From an optimization exercise on the open Yosys and OpenROAD flow, aimed at small area; shortcuts taken in it are not production practice. RTL that was checked went through simulation tests only; none was proved equivalent to the original. Power and IR drop assume default switching activity.

==> 05-07 <==
==> flow/design.v <==
module varint_dec (
    input  wire        clk,
    input  wire        rst,
    input  wire        dcmd_valid,
    output wire        dcmd_ready,
    input  wire        dcmd_w,
    input  wire        src_valid,
    output wire        src_ready,
    input  wire        src_eos,
    input  wire [7:0]  src_data,
    output wire        drsp_valid,
    input  wire        drsp_ready,
    output wire [1:0]  drsp_status,
    output wire [63:0] drsp_data
);
    localparam [3:0] S_IDLE = 4'b1010, S_OK = 4'b1100, S_EOS = 4'b1101, S_MAL = 4'b1110;
    reg [3:0]  st;
    reg        w;             
    reg [63:0] r;             
    wire idle = st[3] & ~st[2] & st[1];
    wire run  = ~(st[3] & (st[2] | st[1]));
    wire resp = st[3] & st[2];
    wire fire  = run & src_valid;
    wire cont  = src_data[7];
    wire lim   = w ? (st == 4'd9) : (st == 4'd4);
    wire wr    = fire & ~src_eos;
    wire clr   = fire & (src_eos | (cont & lim));
    wire first = wr & (st == 4'd0);
    wire nar   = wr & ~w & (st == 4'd4);    
    wire [6:0] dj = src_data[6:0];
    wire       s  = first ? dj[0] : r[63];
    wire [6:0] x  = dj ^ {7{s}};
    wire [5:0] bus_0 = {6{~clr}} & x[6:1];
    wire [6:0] bus_a = {7{~clr}} & (first ? {7{s}} : x);
    wire [6:0] bus_b = {7{~clr}} & (first ? {7{s}} : (w ? x : {7{x[4]}}));
    wire [9:0] gen;
    genvar i;
    generate
        for (i = 0; i < 10; i = i + 1) begin : g_en
            assign gen[i] = first | clr | (wr & (st == i));
        end
    endgenerate
    wire en_hi = first | clr | nar;
    wire [3:0] st_inc = {st[3] | (st[2] & st[1] & st[0]), st[2] ^ (st[1] & st[0]),
                         st[1] ^ st[0], ~st[0]};
    always @(posedge clk) begin
        if (rst)
            st <= S_IDLE;
        else if (idle) begin
            if (dcmd_valid) st <= 4'd0;
        end else if (resp) begin
            if (drsp_ready) st <= S_IDLE;
        end else if (src_valid) begin
            if (src_eos)   st <= S_EOS;
            else if (!cont) st <= S_OK;
            else if (lim)  st <= S_MAL;
            else           st <= st_inc;
        end
    end
    always @(posedge clk)
        if (idle) w <= dcmd_w;
    integer k;
    always @(posedge clk) begin
        if (gen[0]) r[5:0] <= bus_0;
        for (k = 6; k < 63; k = k + 1) begin
            if (gen[(k + 1) / 7] | (k >= 34 && nar))
                r[k] <= (k >= 32) ? bus_b[(k + 1) % 7] : bus_a[(k + 1) % 7];
        end
        if (en_hi) r[63] <= bus_b[4];
    end
    assign dcmd_ready  = idle;
    assign src_ready   = run;
    assign drsp_valid  = resp;
    assign drsp_status = st[1:0];
    assign drsp_data   = r;
endmodule
module varint_enc (
    input  wire        clk,
    input  wire        rst,
    input  wire        ecmd_valid,
    output wire        ecmd_ready,
    input  wire        ecmd_w,
    input  wire [63:0] ecmd_data,
    output wire        snk_valid,
    input  wire        snk_ready,
    input  wire        snk_err,
    output wire [7:0]  snk_data,
    output wire        ersp_valid,
    input  wire        ersp_ready,
    output wire [1:0]  ersp_status
);
    localparam [3:0] S_IDLE = 4'b1010, S_OK = 4'b1100, S_ERR = 4'b1111;
    reg [3:0]  st;
    reg        w;
    reg [63:0] v;
    wire idle = st[3] & ~st[2] & st[1];
    wire run  = ~(st[3] & (st[2] | st[1]));
    wire resp = st[3] & st[2];
    wire s = w ? v[63] : v[31];
    wire [9:1] diff;
    genvar h;
    generate
        for (h = 1; h <= 3; h = h + 1) begin : g_lo
            assign diff[h] = s ? ~&v[7*h+5:7*h-1] : |v[7*h+5:7*h-1];
        end
        for (h = 5; h <= 8; h = h + 1) begin : g_hi
            assign diff[h] = w & (s ? ~&v[7*h+5:7*h-1] : |v[7*h+5:7*h-1]);
        end
    endgenerate
    assign diff[4] = (s ? ~&v[31:27] : |v[31:27]) | (w & (s ? ~&v[33:32] : |v[33:32]));
    assign diff[9] = w & (v[62] ^ v[63]);
    wire [9:0] oh;
    genvar i;
    generate
        for (i = 0; i < 8; i = i + 1) begin : g_oh
            assign oh[i] = ~st[3] & (st[2:0] == i);
        end
    endgenerate
    assign oh[8] = st[3] & ~st[0];
    assign oh[9] = st[3] & st[0];
    wire [9:1] sfx;
    assign sfx[9] = diff[9];
    generate
        for (i = 8; i >= 1; i = i - 1) begin : g_sfx
            assign sfx[i] = sfx[i+1] | diff[i];
        end
    endgenerate
    wire more = |(oh[8:0] & sfx[9:1]);
    wire [6:0] seg [0:9];
    assign seg[0] = {v[5:0], 1'b0};
    assign seg[1] = v[12:6];
    assign seg[2] = v[19:13];
    assign seg[3] = v[26:20];
    assign seg[4] = {w ? v[33:32] : {2{s}}, v[31:27]};
    assign seg[5] = v[40:34];
    assign seg[6] = v[47:41];
    assign seg[7] = v[54:48];
    assign seg[8] = v[61:55];
    assign seg[9] = {{6{s}}, v[62]};
    reg [6:0] grp;
    integer k;
    always @(*) begin
        grp = 7'd0;
        for (k = 0; k < 10; k = k + 1)
            grp = grp | ({7{oh[k]}} & seg[k]);
    end
    wire [3:0] st_inc = {st[3] | (st[2] & st[1] & st[0]), st[2] ^ (st[1] & st[0]),
                         st[1] ^ st[0], ~st[0]};
    always @(posedge clk) begin
        if (rst)
            st <= S_IDLE;
        else if (idle) begin
            if (ecmd_valid) st <= 4'd0;
        end else if (resp) begin
            if (ersp_ready) st <= S_IDLE;
        end else if (snk_ready) begin
            if (snk_err)   st <= S_ERR;
            else if (more) st <= st_inc;
            else           st <= S_OK;
        end
    end
    always @(posedge clk)
        if (idle) begin
            v <= ecmd_data;
            w <= ecmd_w;
        end
    assign ecmd_ready  = idle;
    assign snk_valid   = run;
    assign snk_data    = {more, grp ^ {7{s}}};
    assign ersp_valid  = resp;
    assign ersp_status = {st[0], st[0]};
endmodule
module varint_codec (
    input  wire        clk,
    input  wire        rst,
    input  wire        dcmd_valid,
    output wire        dcmd_ready,
    input  wire        dcmd_w,
    input  wire        src_valid,
    output wire        src_ready,
    input  wire        src_eos,
    input  wire [7:0]  src_data,
    output wire        drsp_valid,
    input  wire        drsp_ready,
    output wire [1:0]  drsp_status,
    output wire [63:0] drsp_data,
    input  wire        ecmd_valid,
    output wire        ecmd_ready,
    input  wire        ecmd_w,
    input  wire [63:0] ecmd_data,
    output wire        snk_valid,
    input  wire        snk_ready,
    input  wire        snk_err,
    output wire [7:0]  snk_data,
    output wire        ersp_valid,
    input  wire        ersp_ready,
    output wire [1:0]  ersp_status
);
    varint_dec u_dec (
        .clk(clk), .rst(rst),
        .dcmd_valid(dcmd_valid), .dcmd_ready(dcmd_ready), .dcmd_w(dcmd_w),
        .src_valid(src_valid), .src_ready(src_ready), .src_eos(src_eos), .src_data(src_data),
        .drsp_valid(drsp_valid), .drsp_ready(drsp_ready),
        .drsp_status(drsp_status), .drsp_data(drsp_data)
    );
    varint_enc u_enc (
        .clk(clk), .rst(rst),
        .ecmd_valid(ecmd_valid), .ecmd_ready(ecmd_ready), .ecmd_w(ecmd_w), .ecmd_data(ecmd_data),
        .snk_valid(snk_valid), .snk_ready(snk_ready), .snk_err(snk_err), .snk_data(snk_data),
        .ersp_valid(ersp_valid), .ersp_ready(ersp_ready), .ersp_status(ersp_status)
    );
endmodule
==> flow/flow/run.sh <==
#!/bin/bash
# Standard layout (the standard.sh) with these changes:
# - synthesis maps the logic with an area-oriented ABC script
#   (flow/abc_area.script) instead of ORFS's speed script; everything else
#   in synthesis is the standard flow's own script (synth_recipe.tcl), unchanged, except
#   that half/full adders are left to ABC rather than mapped to adder cells,
# - port buffers are the smallest buffer cell (buf_1),
# - the clock tree uses clkbuf_8 cells and no dummy loads.
set -euo pipefail
HERE=$PWD
{
  cat <<'TCL'
proc abc {args} {
  set i [lsearch -exact $args -script]
  if {$i >= 0} { set args [lreplace $args $i+1 $i+1 $::env(AREA_ABC_SCRIPT)] }
  yosys abc {*}$args
}
TCL
  cat "$HERE/synth_recipe.tcl"
} > "$HERE/area_synth.tcl"
bash standard.sh \
  SYNTH_SCRIPT="$HERE/area_synth.tcl" AREA_ABC_SCRIPT="$HERE/flow/abc_area.script" ADDER_MAP_FILE= \
  BUFFER_PORTS_ARGS="-buffer_cell sky130_fd_sc_hd__buf_1" \
  CTS_ARGS="-sink_clustering_enable -repair_clock_nets -dont_use_dummy_load -buf_list sky130_fd_sc_hd__clkbuf_8" \
  finish > standard.log 2>&1
==> flow/flow/abc_area.script <==
strash
ifraig
dc2
drw
dc2
&get -n
&dch -f
&nf -p -a
&put
==> flow/standard.sh <==
#!/bin/bash
# synth_recipe.tcl (not shown) runs the flow's synth.tcl, then flattens the netlist and writes it again
# the make line also repeats each setting of config.mk as NAME=value (left out here)
make -C /OpenROAD-flow-scripts/flow DESIGN_CONFIG=/design/flow/config.mk WORK_HOME=/design/flow/orfs CLKGATE_MAP_FILE= SYNTH_SCRIPT=/design/flow/synth_recipe.tcl "${@:-finish}"
==> flow/config.mk <==
export PLATFORM = sky130hd
export DESIGN_NAME = varint_codec
export DESIGN_NICKNAME = varint_codec
export VERILOG_FILES = /design/flow/design.v
export SDC_FILE = /design/flow/constraint.sdc
export NUM_CORES = 4
export LEC_CHECK = 0
export CAP_MARGIN = 20
export CORE_MARGIN = 2
export CORE_UTILIZATION = 40
export SLEW_MARGIN = 20
==> flow/constraint.sdc <==
create_clock -name core_clock -period 5.0 [get_ports {clk}]
set_input_delay 1.0000 -clock core_clock [delete_from_list [all_inputs] [get_ports {clk}]]
set_output_delay 1.0000 -clock core_clock [all_outputs]
set_load 0.01 [all_outputs]
==> 01-19 (differences from 05-07) <==
--- a/flow/design.v
+++ b/flow/design.v
@@ -30,7 +30,7 @@
     wire [6:0] dj = src_data[6:0];
-    wire       s  = first ? dj[0] : r[63];
-    wire [6:0] x  = dj ^ {7{s}};
-    wire [5:0] bus_0 = {6{~clr}} & x[6:1];
-    wire [6:0] bus_a = {7{~clr}} & (first ? {7{s}} : x);
-    wire [6:0] bus_b = {7{~clr}} & (first ? {7{s}} : (w ? x : {7{x[4]}}));
+    wire       s  = r[63];
+    wire [6:0] bus_a = {7{~clr}} & (first ? {7{dj[0]}} : (dj ^ {7{s}}));
+    wire [6:0] dj_b  = w ? dj : {7{dj[4]}};
+    wire [6:0] bus_b = {7{~clr}} & (first ? {7{dj[0]}} : (dj_b ^ {7{s}}));
+    wire [5:0] bus_0 = {6{~clr}} & (dj[6:1] ^ {6{dj[0]}});
     wire [9:0] gen;
@@ -43,4 +43,2 @@
     wire en_hi = first | clr | nar;
-    wire [3:0] st_inc = {st[3] | (st[2] & st[1] & st[0]), st[2] ^ (st[1] & st[0]),
-                         st[1] ^ st[0], ~st[0]};
     always @(posedge clk) begin
@@ -56,3 +54,3 @@
             else if (lim)  st <= S_MAL;
-            else           st <= st_inc;
+            else           st <= st + 4'd1;
         end
@@ -99,51 +97,29 @@
     wire s = w ? v[63] : v[31];
-    wire [9:1] diff;
-    genvar h;
+    wire [63:0] ve = {w ? v[63:32] : {32{v[31]}}, v[31:0]};
+    wire [9:0] same;
+    genvar g;
     generate
-        for (h = 1; h <= 3; h = h + 1) begin : g_lo
-            assign diff[h] = s ? ~&v[7*h+5:7*h-1] : |v[7*h+5:7*h-1];
-        end
-        for (h = 5; h <= 8; h = h + 1) begin : g_hi
-            assign diff[h] = w & (s ? ~&v[7*h+5:7*h-1] : |v[7*h+5:7*h-1]);
+        for (g = 1; g < 10; g = g + 1) begin : g_same
+            assign same[g] = (ve[63:7*g-1] == {(65-7*g){s}});
         end
     endgenerate
-    assign diff[4] = (s ? ~&v[31:27] : |v[31:27]) | (w & (s ? ~&v[33:32] : |v[33:32]));
-    assign diff[9] = w & (v[62] ^ v[63]);
-    wire [9:0] oh;
-    genvar i;
-    generate
-        for (i = 0; i < 8; i = i + 1) begin : g_oh
-            assign oh[i] = ~st[3] & (st[2:0] == i);
-        end
-    endgenerate
-    assign oh[8] = st[3] & ~st[0];
-    assign oh[9] = st[3] & st[0];
-    wire [9:1] sfx;
-    assign sfx[9] = diff[9];
-    generate
-        for (i = 8; i >= 1; i = i - 1) begin : g_sfx
-            assign sfx[i] = sfx[i+1] | diff[i];
-        end
-    endgenerate
-    wire more = |(oh[8:0] & sfx[9:1]);
-    wire [6:0] seg [0:9];
-    assign seg[0] = {v[5:0], 1'b0};
-    assign seg[1] = v[12:6];
-    assign seg[2] = v[19:13];
-    assign seg[3] = v[26:20];
-    assign seg[4] = {w ? v[33:32] : {2{s}}, v[31:27]};
-    assign seg[5] = v[40:34];
-    assign seg[6] = v[47:41];
-    assign seg[7] = v[54:48];
-    assign seg[8] = v[61:55];
-    assign seg[9] = {{6{s}}, v[62]};
-    reg [6:0] grp;
-    integer k;
+    assign same[0] = 1'b0;
+    wire [69:0] vx = {{6{s}}, ve, 1'b0};    
+    reg  [6:0]  grp;
+    reg         more;
     always @(*) begin
-        grp = 7'd0;
-        for (k = 0; k < 10; k = k + 1)
-            grp = grp | ({7{oh[k]}} & seg[k]);
+        case (st)
+            4'd0: begin grp = vx[6:0];   more = ~same[1]; end
+            4'd1: begin grp = vx[13:7];  more = ~same[2]; end
+            4'd2: begin grp = vx[20:14]; more = ~same[3]; end
+            4'd3: begin grp = vx[27:21]; more = ~same[4]; end
+            4'd4: begin grp = vx[34:28]; more = ~same[5]; end
+            4'd5: begin grp = vx[41:35]; more = ~same[6]; end
+            4'd6: begin grp = vx[48:42]; more = ~same[7]; end
+            4'd7: begin grp = vx[55:49]; more = ~same[8]; end
+            4'd8: begin grp = vx[62:56]; more = ~same[9]; end
+            default: begin grp = vx[69:63]; more = 1'b0; end
+        endcase
     end
-    wire [3:0] st_inc = {st[3] | (st[2] & st[1] & st[0]), st[2] ^ (st[1] & st[0]),
-                         st[1] ^ st[0], ~st[0]};
+    wire [6:0] byte_lo = grp ^ {7{s}};
     always @(posedge clk) begin
@@ -157,3 +133,3 @@
             if (snk_err)   st <= S_ERR;
-            else if (more) st <= st_inc;
+            else if (more) st <= st + 4'd1;
             else           st <= S_OK;
@@ -168,3 +144,3 @@
     assign snk_valid   = run;
-    assign snk_data    = {more, grp ^ {7{s}}};
+    assign snk_data    = {more, byte_lo};
     assign ersp_valid  = resp;
==> flow/run.sh (new file) <==
#!/bin/bash
# synth_recipe.tcl (not shown) runs the flow's synth.tcl, then flattens the netlist and writes it again
# the make line also repeats each setting of config.mk as NAME=value (left out here)
make -C /OpenROAD-flow-scripts/flow DESIGN_CONFIG=/design/flow/config.mk WORK_HOME=/design/flow/orfs CLKGATE_MAP_FILE= SYNTH_SCRIPT=/design/flow/synth_recipe.tcl finish
--- a/flow/config.mk
+++ b/flow/config.mk
@@ -7,2 +7,3 @@
 export LEC_CHECK = 0
+export ABC_AREA = 1
 export CAP_MARGIN = 20
removed: flow/flow/run.sh
removed: flow/flow/abc_area.script
removed: flow/standard.sh
==> 10-08 (differences from 05-07) <==
--- a/flow/design.v
+++ b/flow/design.v
@@ -30,7 +30,7 @@
     wire [6:0] dj = src_data[6:0];
-    wire       s  = first ? dj[0] : r[63];
-    wire [6:0] x  = dj ^ {7{s}};
-    wire [5:0] bus_0 = {6{~clr}} & x[6:1];
-    wire [6:0] bus_a = {7{~clr}} & (first ? {7{s}} : x);
-    wire [6:0] bus_b = {7{~clr}} & (first ? {7{s}} : (w ? x : {7{x[4]}}));
+    wire       s  = r[63];
+    wire [6:0] bus_a = {7{~clr}} & (first ? {7{dj[0]}} : (dj ^ {7{s}}));
+    wire [6:0] dj_b  = w ? dj : {7{dj[4]}};
+    wire [6:0] bus_b = {7{~clr}} & (first ? {7{dj[0]}} : (dj_b ^ {7{s}}));
+    wire [5:0] bus_0 = {6{~clr}} & (dj[6:1] ^ {6{dj[0]}});
     wire [9:0] gen;
@@ -43,4 +43,2 @@
     wire en_hi = first | clr | nar;
-    wire [3:0] st_inc = {st[3] | (st[2] & st[1] & st[0]), st[2] ^ (st[1] & st[0]),
-                         st[1] ^ st[0], ~st[0]};
     always @(posedge clk) begin
@@ -56,3 +54,3 @@
             else if (lim)  st <= S_MAL;
-            else           st <= st_inc;
+            else           st <= st + 4'd1;
         end
@@ -99,51 +97,29 @@
     wire s = w ? v[63] : v[31];
-    wire [9:1] diff;
-    genvar h;
+    wire [63:0] ve = {w ? v[63:32] : {32{v[31]}}, v[31:0]};
+    wire [9:0] same;
+    genvar g;
     generate
-        for (h = 1; h <= 3; h = h + 1) begin : g_lo
-            assign diff[h] = s ? ~&v[7*h+5:7*h-1] : |v[7*h+5:7*h-1];
-        end
-        for (h = 5; h <= 8; h = h + 1) begin : g_hi
-            assign diff[h] = w & (s ? ~&v[7*h+5:7*h-1] : |v[7*h+5:7*h-1]);
+        for (g = 1; g < 10; g = g + 1) begin : g_same
+            assign same[g] = (ve[63:7*g-1] == {(65-7*g){s}});
         end
     endgenerate
-    assign diff[4] = (s ? ~&v[31:27] : |v[31:27]) | (w & (s ? ~&v[33:32] : |v[33:32]));
-    assign diff[9] = w & (v[62] ^ v[63]);
-    wire [9:0] oh;
-    genvar i;
-    generate
-        for (i = 0; i < 8; i = i + 1) begin : g_oh
-            assign oh[i] = ~st[3] & (st[2:0] == i);
-        end
-    endgenerate
-    assign oh[8] = st[3] & ~st[0];
-    assign oh[9] = st[3] & st[0];
-    wire [9:1] sfx;
-    assign sfx[9] = diff[9];
-    generate
-        for (i = 8; i >= 1; i = i - 1) begin : g_sfx
-            assign sfx[i] = sfx[i+1] | diff[i];
-        end
-    endgenerate
-    wire more = |(oh[8:0] & sfx[9:1]);
-    wire [6:0] seg [0:9];
-    assign seg[0] = {v[5:0], 1'b0};
-    assign seg[1] = v[12:6];
-    assign seg[2] = v[19:13];
-    assign seg[3] = v[26:20];
-    assign seg[4] = {w ? v[33:32] : {2{s}}, v[31:27]};
-    assign seg[5] = v[40:34];
-    assign seg[6] = v[47:41];
-    assign seg[7] = v[54:48];
-    assign seg[8] = v[61:55];
-    assign seg[9] = {{6{s}}, v[62]};
-    reg [6:0] grp;
-    integer k;
+    assign same[0] = 1'b0;
+    wire [69:0] vx = {{6{s}}, ve, 1'b0};    
+    reg  [6:0]  grp;
+    reg         more;
     always @(*) begin
-        grp = 7'd0;
-        for (k = 0; k < 10; k = k + 1)
-            grp = grp | ({7{oh[k]}} & seg[k]);
+        case (st)
+            4'd0: begin grp = vx[6:0];   more = ~same[1]; end
+            4'd1: begin grp = vx[13:7];  more = ~same[2]; end
+            4'd2: begin grp = vx[20:14]; more = ~same[3]; end
+            4'd3: begin grp = vx[27:21]; more = ~same[4]; end
+            4'd4: begin grp = vx[34:28]; more = ~same[5]; end
+            4'd5: begin grp = vx[41:35]; more = ~same[6]; end
+            4'd6: begin grp = vx[48:42]; more = ~same[7]; end
+            4'd7: begin grp = vx[55:49]; more = ~same[8]; end
+            4'd8: begin grp = vx[62:56]; more = ~same[9]; end
+            default: begin grp = vx[69:63]; more = 1'b0; end
+        endcase
     end
-    wire [3:0] st_inc = {st[3] | (st[2] & st[1] & st[0]), st[2] ^ (st[1] & st[0]),
-                         st[1] ^ st[0], ~st[0]};
+    wire [6:0] byte_lo = grp ^ {7{s}};
     always @(posedge clk) begin
@@ -157,3 +133,3 @@
             if (snk_err)   st <= S_ERR;
-            else if (more) st <= st_inc;
+            else if (more) st <= st + 4'd1;
             else           st <= S_OK;
@@ -168,3 +144,3 @@
     assign snk_valid   = run;
-    assign snk_data    = {more, grp ^ {7{s}}};
+    assign snk_data    = {more, byte_lo};
     assign ersp_valid  = resp;
==> flow/flow/run.sh (replaced) <==
#!/bin/bash
# Standard layout, with the port buffers made the smallest buffer cell.
set -euo pipefail
bash standard.sh BUFFER_PORTS_ARGS="-buffer_cell sky130_fd_sc_hd__buf_1" finish > standard.log 2>&1
removed: flow/flow/abc_area.script
==> qor summary <==
item	05-07	01-19	10-08
Run status	complete, no violations	complete, no violations	complete, no violations
Number of multi-input combinational cells	241	579	322
Multiplexer share of the synthesized area	0.003568	0	0.01436
Root Buffer Master	clkbuf_8	clkbuf_16	clkbuf_16
CP max FO	11	7	15
Most common library cell in the layout ignoring fill and taps	buf_1	nand2_1	buf_1
Cell leakage power	2.100 nW	3.933 nW	2.714 nW
Headroom to the max-slew limit	0.3563	0.3548	0.4158
Register-to-Register Path Depth	9	11	7
Chip width	122.4 µm	139.8 µm	129.2 µm
Fraction of the yosys area taken by sequential cells	0.7244	0.5509	0.6479
Layout overhead on the synthesized area	19.60%	32.31%	22.48%
Post-Synth XOR/XNOR Area	0.02498	0.003562	0.03631
Share of Yosys cell area claimed by the top area cell type	0.6958	0.5292	0.6224
Utilization after layout	0.4872	0.5415	0.5035
Crit-path most repeated cell	-	inv_1	mux2i_1
No functional check of the RTL was part of 01-19 and 10-08.

port drivers added, routing unchanged:
Ports are ideal in the flow. The routed layouts listed here were re-timed in OpenROAD. Step 1 (the two cells are an assumption about what drives the block):
set clk [get_ports {clk}]
set_driving_cell -lib_cell sky130_fd_sc_hd__clkbuf_16 $clk
set_driving_cell -lib_cell sky130_fd_sc_hd__buf_2 [delete_from_list [all_inputs] $clk]
Step 2 times the ports against the registers' clock, not the clock port: input delays grow and output delays shrink by t, the midpoint of the rising clock arrivals with the driver on. a / b / c = no drivers / after step 1 / after step 2; a / b = the first two.
| run | t, ns | slack for setup (ns) | hold WS [ns] | worst setup path at the end | worst slew at a driven data input, ns |
|---|---|---|---|---|---|
| 05-07 | 0.458 | 0.795 / 0.760 / 0.734 | 0.626 / 0.626 / 0.626 | input to register | 0.06 |
| 01-19 | 0.468 | 0.537 / 0.491 / 0.959 | 0.567 / 0.567 / 0.567 | register to output | 0.07 |
| 10-08 | 0.462 | 0.842 / 0.799 / 1.261 | 0.654 / 0.654 / 0.654 | register to output | 0.06 |
After both steps setup and hold are still met in every run listed. For 05-07, which loses most, drivers alone change the setup slack by -0.035 ns; drivers and shift together by -0.061 ns.
